This is an optimization exercise on Yosys and OpenROAD, whose aim is small area, a short achievable clock period and few clock cycles per item, not a production implementation.
In this exercise RTL edits were held to simulation tests only and were not proved equivalent to the original.
No activity file was given, so power comes from the tool's default toggle rates.

`design/flow/run.sh`:
```
#!/bin/bash
# synth_recipe.tcl (not shown) runs the flow's synth.tcl, then flattens the netlist and writes it again
# the make line also repeats each setting of config.mk as NAME=value (left out here)
make -C /OpenROAD-flow-scripts/flow DESIGN_CONFIG=/design/flow/config.mk WORK_HOME=/design/flow/orfs CLKGATE_MAP_FILE= SYNTH_SCRIPT=/design/flow/synth_recipe.tcl finish
```
`design/flow/design.v`:
```
module ptcb_pixel_engine (
    input  wire        clk,
    input  wire        rst,
    input  wire        in_valid,
    output wire        in_ready,
    input  wire [15:0] in_cmd,
    input  wire [63:0] in_data,
    output wire        out_valid,
    input  wire        out_ready,
    output wire [31:0] out_result,
    output wire [1:0]  out_err
);
    reg        v1;
    reg [15:0] c1;
    reg [63:0] d1;
    wire [3:0] op    = c1[3:0];
    wire [2:0] strat = c1[6:4];
    wire [1:0] chan  = c1[8:7];
    wire [1:0] mkind = c1[10:9];
    wire [1:0] mreq  = c1[12:11];
    wire       gsel  = c1[13];
    reg legal;
    always @(*) begin
        case (op)
            4'd0, 4'd1, 4'd2, 4'd3, 4'd4: legal = (c1[15:4] == 12'd0);
            4'd5: legal = (c1[15:9] == 7'd0) && (c1[6:4] == 3'd0);
            4'd6: legal = (c1[15:14] == 2'd0) && (c1[6:4] == 3'd0) &&
                          (mkind != 2'd3) && (mreq != 2'd3);
            4'd7: legal = (c1[15:7] == 9'd0) && (strat != 3'd7);
            4'd8: legal = (c1[15] == 1'b0) && (c1[13:4] == 10'd0);
            default: legal = 1'b0;
        endcase
    end
    wire [15:0] w_l  = d1[15:0];
    wire [15:0] w_d  = d1[31:16];
    wire [15:0] w_lm = d1[47:32];
    wire [15:0] w_dm = d1[63:48];
    wire is_blend = (op == 4'd7);
    wire is_ext   = (op == 4'd6);
    wire cfgerr   = (mkind != 2'd0) && chan[1];
    wire [15:0] w_m = (chan == 2'd0 && mreq == 2'd2) ? w_dm :
                      (chan == 2'd1 && mreq == 2'd1) ? w_d  : w_lm;
    wire [7:0] s_r = d1[23:16];
    wire [7:0] s_g = d1[15:8];
    wire [7:0] s_b = d1[7:0];
    wire scalar = (op == 4'd3) || (op == 4'd4);
    wire [15:0] wa = is_blend ? w_lm : w_m;
    wire [7:0] ga_r = scalar ? s_r : {wa[15:11], 3'b000};
    wire [7:0] ga_g = scalar ? s_g : {wa[10:5], 2'b00};
    wire [7:0] ga_b = scalar ? s_b : {wa[4:0], 3'b000};
    wire [27:0] lum_a_t = 28'd182133370 + ({20'd0,~ga_r}<<0) + ({20'd0,ga_r}<<4) + ({20'd0,~ga_r}<<6) + ({20'd0,~ga_r}<<8) + ({20'd0,ga_r}<<11) + ({20'd0,~ga_r}<<13) + ({20'd0,~ga_r}<<15) + ({20'd0,ga_r}<<18) + ({20'd0,~ga_g}<<1) + ({20'd0,~ga_g}<<3) + ({20'd0,~ga_g}<<7) + ({20'd0,ga_g}<<9) + ({20'd0,~ga_g}<<12) + ({20'd0,~ga_g}<<15) + ({20'd0,~ga_g}<<18) + ({20'd0,ga_g}<<20) + ({20'd0,~ga_b}<<0) + ({20'd0,~ga_b}<<2) + ({20'd0,~ga_b}<<6) + ({20'd0,ga_b}<<11) + ({20'd0,ga_b}<<13) + ({20'd0,ga_b}<<16);
    wire [7:0] lum_a = lum_a_t[27:20];
    wire [21:0] lum_b_t = 22'd2864376 + ({17'd0,w_dm[15:11]}<<1) + ({17'd0,~w_dm[15:11]}<<3) + ({17'd0,~w_dm[15:11]}<<5) + ({17'd0,w_dm[15:11]}<<8) + ({17'd0,~w_dm[15:11]}<<10) + ({17'd0,~w_dm[15:11]}<<12) + ({17'd0,w_dm[15:11]}<<15) + ({16'd0,~w_dm[10:5]}<<0) + ({16'd0,~w_dm[10:5]}<<3) + ({16'd0,w_dm[10:5]}<<5) + ({16'd0,~w_dm[10:5]}<<8) + ({16'd0,~w_dm[10:5]}<<11) + ({16'd0,~w_dm[10:5]}<<14) + ({16'd0,w_dm[10:5]}<<16) + ({17'd0,~w_dm[4:0]}<<3) + ({17'd0,w_dm[4:0]}<<8) + ({17'd0,w_dm[4:0]}<<10) + ({17'd0,w_dm[4:0]}<<13);
    wire [7:0] lum_b = lum_b_t[21:14];
    wire [15:0] wv = is_blend ? w_dm : w_m;
    wire [7:0] gv_r = scalar ? s_r : {wv[15:11], 3'b000};
    wire [7:0] gv_g = scalar ? s_g : {wv[10:5], 2'b00};
    wire [7:0] gv_b = scalar ? s_b : {wv[4:0], 3'b000};
    wire [9:0]  avg_s = gv_r + gv_g + gv_b;
    wire [18:0] avg_t = avg_s * 19'd341 + 19'd256;
    wire [7:0]  avg_v = avg_t[17:10];
    wire [7:0] grey = gsel ? lum_a : avg_v;
    reg  [7:0] x_alpha;
    always @(*) begin
        case (mkind)
            2'd1:    x_alpha = grey;
            2'd2:    x_alpha = ~grey;
            default: x_alpha = 8'hFF;
        endcase
    end
    wire [1:0] blend_slot = strat[2] ? 2'd0 : {strat[0], strat[1]};
    wire [1:0] xslot = is_blend ? blend_slot : is_ext ? chan : 2'd0;
    reg  [15:0] wx;
    always @(*) begin
        case (xslot)
            2'd0: wx = w_l;
            2'd1: wx = w_d;
            2'd2: wx = w_lm;
            default: wx = w_dm;
        endcase
    end
    wire [7:0] mw = (is_blend && strat == 3'd4) ? avg_v :
                    (is_blend && strat == 3'd6) ? (lum_a | lum_b) : 8'd0;
    wire [5:0] ca_r = w_l[15:11] + w_d[15:11];
    wire [6:0] ca_g = w_l[10:5]  + w_d[10:5];
    wire [5:0] ca_b = w_l[4:0]   + w_d[4:0];
    reg        a_mix;
    reg [7:0]  a_alpha;
    reg [23:0] a_raw;
    reg [1:0]  a_err;
    always @(*) begin
        a_mix   = 1'b0;
        a_alpha = 8'h00;
        a_raw   = 24'd0;
        a_err   = 2'd0;
        if (!legal) begin
            a_err = 2'd1;
        end else begin
            case (op)
                4'd1: a_mix = 1'b1;
                4'd2: a_raw = {8'd0, s_r[7:3], s_g[7:2], s_b[7:3]};
                4'd3: a_raw = {16'd0, avg_v};
                4'd4: a_raw = {16'd0, lum_a};
                4'd6: begin
                    if (cfgerr) a_err = 2'd2;
                    else begin a_mix = 1'b1; a_alpha = x_alpha; end
                end
                4'd7: begin
                    a_alpha = 8'hFF;
                    if (strat == 3'd5) a_raw = {ca_r, 2'b00, ca_g, 1'b0, ca_b, 2'b00};
                    else a_mix = 1'b1;
                end
                4'd5, 4'd8: a_err = 2'd3;
                default: ;
            endcase
        end
    end
    reg        v2;
    reg        m2;           
    reg [7:0]  al2;          
    reg [39:0] p2;           
    wire [15:0] bx = p2[39:24];
    wire [15:0] by = p2[23:8];
    wire [7:0]  bm = p2[7:0];
    function [7:0] mix5;
        input [4:0] x, y;
        input [7:0] m;
        reg signed [6:0]  dd;
        reg signed [8:0]  ms;
        reg signed [15:0] p;
        reg signed [26:0] xs, t;
        begin
            dd = {2'b00, y} - {2'b00, x};
            ms = {1'b0, m};
            p  = dd * ms;
            xs = {3'b000, x, 19'd0};
            t  = xs + (p <<< 11) + (p <<< 3) + (p >>> 5) + 27'sd128;
            mix5 = t[23:16];
        end
    endfunction
    function [7:0] mix6;
        input [5:0] x, y;
        input [7:0] m;
        reg signed [7:0]  dd;
        reg signed [8:0]  ms;
        reg signed [16:0] p;
        reg signed [26:0] xs, t;
        begin
            dd = {2'b00, y} - {2'b00, x};
            ms = {1'b0, m};
            p  = dd * ms;
            xs = {3'b000, x, 18'd0};
            t  = xs + (p <<< 10) + (p <<< 2) + (p >>> 6) + 27'sd128;
            mix6 = t[23:16];
        end
    endfunction
    wire [7:0] mx_r = mix5(bx[15:11], by[15:11], bm);
    wire [7:0] mx_g = mix6(bx[10:5],  by[10:5],  bm);
    wire [7:0] mx_b = mix5(bx[4:0],   by[4:0],   bm);
    wire [31:0] b_result = m2 ? {al2, mx_r, mx_g, mx_b} : {al2, p2[23:0]};
    wire [1:0]  b_err    = m2 ? 2'd0 : p2[25:24];
    reg        ov, kv;
    reg [31:0] o_res, k_res;
    reg [1:0]  o_err, k_err;
    wire en    = !kv;                   
    wire ofree = !ov || out_ready;      
    always @(posedge clk) begin
        if (rst) begin
            v1 <= 1'b0;
            v2 <= 1'b0;
            ov <= 1'b0;
            kv <= 1'b0;
        end else begin
            if (en) begin
                v1 <= in_valid;
                v2 <= v1;
            end
            if (ofree) begin
                ov <= kv || v2;
                kv <= 1'b0;
            end else if (!kv && v2) begin
                kv <= 1'b1;
            end
        end
    end
    always @(posedge clk) begin
        if (en) begin
            c1  <= in_cmd;
            d1  <= in_data;
            m2  <= a_mix;
            al2 <= a_alpha;
            p2  <= a_mix ? {wx, w_d, mw} : {14'd0, a_err, a_raw};
        end
        if (ofree) begin
            o_res <= kv ? k_res : b_result;
            o_err <= kv ? k_err : b_err;
        end
        if (!kv) begin
            k_res <= b_result;
            k_err <= b_err;
        end
    end
    assign in_ready   = en;
    assign out_valid  = ov;
    assign out_result = o_res;
    assign out_err    = o_err;
endmodule
```
`design/flow/constraint.sdc`:
```
create_clock -name core_clock -period 26.0 [get_ports {clk}]
set_input_delay 5.2000 -clock core_clock [delete_from_list [all_inputs] [get_ports {clk}]]
set_output_delay 5.2000 -clock core_clock [all_outputs]
set_load 0.01 [all_outputs]
```
`design/flow/config.mk`:
```
export PLATFORM = sky130hd
export DESIGN_NAME = ptcb_pixel_engine
export DESIGN_NICKNAME = ptcb_pixel_engine
export VERILOG_FILES = /design/flow/design.v
export SDC_FILE = /design/flow/constraint.sdc
export NUM_CORES = 4
export LEC_CHECK = 0
export CAP_MARGIN = 20
export CORE_MARGIN = 2
export CORE_UTILIZATION = 40
export SLEW_MARGIN = 20
```
==> results.txt <==
-- registers in the layout (all words and copies together) (netlist names), 2 cells and up --
| register | flops |
|---|---|
| c1 | 16 |
| k_err | 2 |
| k_res | 32 |
| p2 | 40 |
| o_res | 32 |
| o_err | 2 |
| d1 | 64 |
| al2 | 8 |
-- logic make-up (layout without fill, tap and decap cells) --
group,Yosys count,count (layout),share of synthesized area [%]
adders and majority gates,734,734,44.3
buffers and inverters,512,634,7.39
and+or+nand+nor,492,492,9.63
AOI/OAI and AO/OA,404,404,10.2
DFF,201,201,21.6
xor gates and xnor gates,111,111,3.84
muxes,59,59,3.07
-- per-layer routing --
layer	wire, um	vias up	share of wire (%)	track usage, %
met5	0	-	0	0
met2	34000	536	48	36.4
met3	3580	125	5.1	2.50
met1	30700	9107	43	28.5
li1	-	8639	-	-
met4	2350	0	3.3	6.37
-- worst max-delay path by stage --
stage	from	slack (ns)	endpoint	cells after the start
5_1_grt	p2[19]	15.25	o_res[23]	37
3_5_place_dp	p2[36]	15.87	o_res[23]	35
4_1_cts	p2[36]	15.85	o_res[23]	35
6_report	p2[36]	15.87	o_res[23]	35
2_1_floorplan	p2[36]	16.61	o_res[23]	36
3_3_place_gp	p2[36]	16.13	o_res[23]	35
-- final cells by class --
cell class | instances | area share, %
Inverter | 447 | 5.75
Clock inverter | 18 | 0.740
Tap cell | 855 | 3.66
Timing Repair Buffer | 140 | 4.61
Multi-Input combinational cell | 1800 | 63.5
Sequential cell | 201 | 19.3
Clock buffer | 29 | 2.37
-- Yosys cell counts, types with 7 or more instances --
master,count
sky130_fd_sc_hd__xor2_1,36
sky130_fd_sc_hd__mux4_2,16
sky130_fd_sc_hd__nand3_1,15
sky130_fd_sc_hd__dfxtp_1,38
sky130_fd_sc_hd__a211oi_1,9
sky130_fd_sc_hd__mux2_2,9
sky130_fd_sc_hd__nor3b_1,9
sky130_fd_sc_hd__ha_1,415
sky130_fd_sc_hd__mux2i_1,34
sky130_fd_sc_hd__edfxtp_1,163
sky130_fd_sc_hd__a31oi_1,14
sky130_fd_sc_hd__o21bai_1,14
sky130_fd_sc_hd__a21o_1,44
sky130_fd_sc_hd__a22oi_1,13
sky130_fd_sc_hd__nand3b_1,8
sky130_fd_sc_hd__or2_2,15
sky130_fd_sc_hd__nor3_1,20
sky130_fd_sc_hd__nand2b_1,20
sky130_fd_sc_hd__a21oi_1,118
sky130_fd_sc_hd__and2_1,93
sky130_fd_sc_hd__o21a_1,16
sky130_fd_sc_hd__inv_1,447
sky130_fd_sc_hd__clkbuf_1,56
sky130_fd_sc_hd__fa_1,319
sky130_fd_sc_hd__or3_1,12
sky130_fd_sc_hd__nor2b_1,30
sky130_fd_sc_hd__nand2_1,141
sky130_fd_sc_hd__xnor2_1,73
sky130_fd_sc_hd__a22o_1,11
sky130_fd_sc_hd__o21ai_0,83
sky130_fd_sc_hd__a211o_1,7
sky130_fd_sc_hd__nor2_1,94
-- where the power goes --
group / switching [mW] / total [mW] / internal, mW
clock network: 0.159 / 0.383 / 0.225
registers: 0.0180 / 0.373 / 0.355
logic: 1.67 / 2.81 / 1.15
-- tightest hold or removal path, cell delays in order (launching register included) --
cell	delay (ns)
sky130_fd_sc_hd__dfxtp_1	0.30
sky130_fd_sc_hd__inv_1	0.04
sky130_fd_sc_hd__a21oi_1	0.07
==> flow_summary.html <==
<table>
<tr><th>Metric</th><th>Value</th></tr>
<tr><th colspan="2">Status</th></tr>
<tr><td>Outcome</td><td>finished clean</td></tr>
<tr><th colspan="2">Setup path</th></tr>
<tr><td>Reg2Reg Setup Slack</td><td>15.87 ns</td></tr>
<tr><td>Number of cells traversed by the worst register-to-register path</td><td>35</td></tr>
<tr><td>Crit-path max cell delay</td><td>0.61 ns</td></tr>
<tr><td>Data arrival at the endpoint of the critical path</td><td>roughly 10 ns</td></tr>
<tr><td>Critical Path Slowest Stage Cell</td><td>sky130_fd_sc_hd__fa_1</td></tr>
<tr><td>Crit path buffers/inverters</td><td>5</td></tr>
<tr><td>Setup crit end kind</td><td>flip-flop</td></tr>
<tr><td>Endpoint of the worst-slack reg-to-reg timing path</td><td>o_res[23]</td></tr>
<tr><td>Critical path's top delay family</td><td>compound AO/OA/AOI/OAI gates</td></tr>
<tr><td>Most numerous cell on the critical path</td><td>sky130_fd_sc_hd__fa_1</td></tr>
<tr><td>Worst reg2reg path startpoint</td><td>p2[36]</td></tr>
<tr><td>Type of the worst setup path</td><td>reg -&gt; reg</td></tr>
<tr><td>Crit path required time</td><td>26.32 ns</td></tr>
<tr><td>Max FO, Critical Path</td><td>10</td></tr>
<tr><td>Worst Setup Start Kind</td><td>flip-flop</td></tr>
<tr><th colspan="2">Cells and area</th></tr>
<tr><td>Layout Utilization</td><td>45.3%</td></tr>
<tr><td>Highest-count cells in the layout ignoring fill and taps</td><td>sky130_fd_sc_hd__inv_1 (446), sky130_fd_sc_hd__ha_1 (415), sky130_fd_sc_hd__fa_1 (319)</td></tr>
<tr><td>Relative area change from synthesis to final layout</td><td>11.8%</td></tr>
<tr><td>Count of placed standard cells in the final layout, fillers left out</td><td>3490</td></tr>
<tr><td>Area of the multi-input gates</td><td>0.0186 mm^2</td></tr>
<tr><td>Combined flip-flop and latch cell area</td><td>roughly 0.0057 mm^2</td></tr>
<tr><td>Antenna Cells</td><td>0</td></tr>
<tr><td>Post-route cell area</td><td>0.0293 mm^2</td></tr>
<tr><td>Final Net Count</td><td>3434</td></tr>
<tr><td>Fillers</td><td>6052</td></tr>
<tr><td>Most common library cell in the layout ignoring fill and taps</td><td>sky130_fd_sc_hd__inv_1</td></tr>
<tr><td>Proportion of layout cells with a drive suffix above 1</td><td>5.01%</td></tr>
<tr><th colspan="2">Pwr</th></tr>
<tr><td>Worst vdd ir</td><td>0.295 mV</td></tr>
<tr><td>P per Cell Area</td><td>122 mW/mm^2</td></tr>
<tr><td>Overall power</td><td>3.57 mW</td></tr>
<tr><td>Leakage component of the power</td><td>14.2 nW</td></tr>
<tr><th colspan="2">Clocking</th></tr>
<tr><td>Num CTS Buffers</td><td>26</td></tr>
<tr><td>Worst-Skew Late Latency</td><td>0.58 ns</td></tr>
<tr><td>Clock sink count</td><td>201</td></tr>
<tr><td>Number of setup buffers added after CTS</td><td>0</td></tr>
<tr><td>CTS tree</td><td>done</td></tr>
<tr><td>CTS HTree Levels</td><td>1</td></tr>
<tr><td>Master cell of the clock root buffer</td><td>sky130_fd_sc_hd__clkbuf_16</td></tr>
<tr><td>CTS max path bufs</td><td>3</td></tr>
<tr><td>Post-CTS Hold Buffers</td><td>0</td></tr>
<tr><td>Post-CTS sizing</td><td>0</td></tr>
<tr><td>Clock-pin slew of the registers on the worst-case setup and hold paths</td><td>approximately 0.060 ns</td></tr>
<tr><th colspan="2">Logic synthesis</th></tr>
<tr><td>Cell type contributing the most total cell area after synthesis</td><td>sky130_fd_sc_hd__fa_1</td></tr>
<tr><td>Number of nets produced by synthesis</td><td>3331</td></tr>
<tr><td>Most common flop cell mapped by yosys</td><td>sky130_fd_sc_hd__edfxtp_1</td></tr>
<tr><td>Syn Area/Cell</td><td>~10 um^2</td></tr>
<tr><td>Number of synthesized flops with an enable pin</td><td>between 150 and 200</td></tr>
<tr><td>Count of synthesis-stage warnings from yosys</td><td>1</td></tr>
<tr><td>Yosys cell types</td><td>87</td></tr>
<tr><td>Share of synthesized area occupied by flip-flops and latches</td><td>21.6%</td></tr>
<tr><td>Post-synth ARST share</td><td>0%</td></tr>
<tr><td>Total of flip-flops plus latches after synthesis</td><td>201</td></tr>
<tr><td>Main area contributors after synthesis</td><td>sky130_fd_sc_hd__fa_1 (24%), sky130_fd_sc_hd__ha_1 (20%), sky130_fd_sc_hd__edfxtp_1 (19%)</td></tr>
<tr><td>Post-synthesis cell area</td><td>about 0.026 mm^2</td></tr>
<tr><td>Synth top area share</td><td>24.4%</td></tr>
<tr><td>Cell count after synthesis</td><td>2513</td></tr>
<tr><th colspan="2">Timing</th></tr>
<tr><td>Post-Route Setup TNS</td><td>0 ns</td></tr>
<tr><td>Slew at the pin with the worst max-slew slack</td><td>between 1 and 1.5 ns</td></tr>
<tr><td>Min Hold Slack</td><td>0.456 ns</td></tr>
<tr><td>Final setup slack of the worst path</td><td>between 15 and 20 ns</td></tr>
<tr><td>Unrepaired setup endpoints after global routing</td><td>false</td></tr>
<tr><td>Max-slew violation count</td><td>0</td></tr>
<tr><td>Slew headroom</td><td>25.5%</td></tr>
<tr><td>Number of hold violations in the final report</td><td>0</td></tr>
<tr><td>Endpoints failing setup</td><td>0</td></tr>
<tr><td>Shortest period the worst path allows</td><td>10.13 ns</td></tr>
<tr><td>Period utilisation layout</td><td>39.0%</td></tr>
<tr><td>Clk_skew</td><td>0.0204 ns</td></tr>
<tr><td>Fmax</td><td>98.7 MHz</td></tr>
<tr><th colspan="2">Drt</th></tr>
<tr><td>Detail-routed via count per cell</td><td>5.27</td></tr>
<tr><td>Count of routing violations after the opening detailed-route iteration</td><td>1341</td></tr>
<tr><td>Wirelength per Cell</td><td>just over 20 um</td></tr>
<tr><td>Count of antenna-violating nets left after detailed routing</td><td>0</td></tr>
<tr><td>Post-detailed-route DRC marker count</td><td>0</td></tr>
<tr><td>Total length of routed wires</td><td>70700 um</td></tr>
<tr><td>DRT Pass-1 Iters</td><td>7</td></tr>
<tr><td>Count of vias placed by the detailed router</td><td>18407</td></tr>
<tr><th colspan="2">Global route</th></tr>
<tr><td>Global-route wire length before repair</td><td>111000 um</td></tr>
<tr><td>Initial antenna violation count</td><td>5</td></tr>
<tr><td>Global route total overflow</td><td>0</td></tr>
<tr><td>Vias in the first global route</td><td>19529</td></tr>
<tr><td>Pin count of the biggest net entering global routing</td><td>60</td></tr>
<tr><td>Global-route usage over all layers</td><td>21.4%</td></tr>
<tr><th colspan="2">Die</th></tr>
<tr><td>Die Footprint</td><td>0.0675 mm^2</td></tr>
<tr><td>Chip width</td><td>260 um</td></tr>
<tr><td>Number of placement rows</td><td>just over 90</td></tr>
<tr><td>Die Ht</td><td>between 200 and 300 um</td></tr>
<tr><td>Standard cell core area</td><td>0.0646 mm^2</td></tr>
<tr><td>IO Count</td><td>120</td></tr>
<tr><td>Initial Utilization</td><td>40.5%</td></tr>
<tr><th colspan="2">Flow run</th></tr>
<tr><td>Number of max-capacitance violations reported</td><td>0</td></tr>
<tr><th colspan="2">Hold path</th></tr>
<tr><td>Start point of the worst min-delay path</td><td>k_res[8]</td></tr>
<tr><td>Number of cells traversed by the worst hold path</td><td>2</td></tr>
<tr><td>Type of the worst min-delay path</td><td>reg -&gt; reg</td></tr>
<tr><td>Endpoint, Worst Hold</td><td>k_res[8]</td></tr>
<tr><th colspan="2">Place</th></tr>
<tr><td>Port buffer count</td><td>~120</td></tr>
<tr><td>Worst slack at placement</td><td>15.87 ns</td></tr>
<tr><td>Dpl cells</td><td>approximately 3400</td></tr>
<tr><td>Global placement routability congestion</td><td>0.919</td></tr>
<tr><td>Final HPWL DP</td><td>between 50000 and 60000 um</td></tr>
<tr><td>Standard cell area after detailed placement</td><td>0.0283 mm^2</td></tr>
</table>
Testbench counts, summed over its fixed seeds: cycles 32,024, items 32,000.

afterwards: timing with drivers on the ports:
How much do the figures lean on ideal ports? The routed layout below was timed once more, with nothing changed but the port constraints.
Step 1: set_driving_cell puts a clkbuf_16 on clk and a buf_2 on each other input, an assumption about the parent block.
Step 2 moves the port delays by t, midway between the first and last clock arrival at a register: inputs arrive t later, outputs are due t later. That takes back most of the time a late clock gives input paths.
Slacks: ideal ports / drivers / drivers and shift; pairs: ideal ports / drivers.
t (ns): 0.625
setup WS [ns]: 15.868 / 15.868 / 15.868
hold WS [ns]: 0.456 / 0.456 / 0.456
worst setup path at the end: register to register
worst register clock-pin slew, ns: 0.07 / 0.07
After both steps setup and hold are still met in this run. The setup slack of this run moves by 0.000 ns with the drivers and by 0.000 ns with both steps.
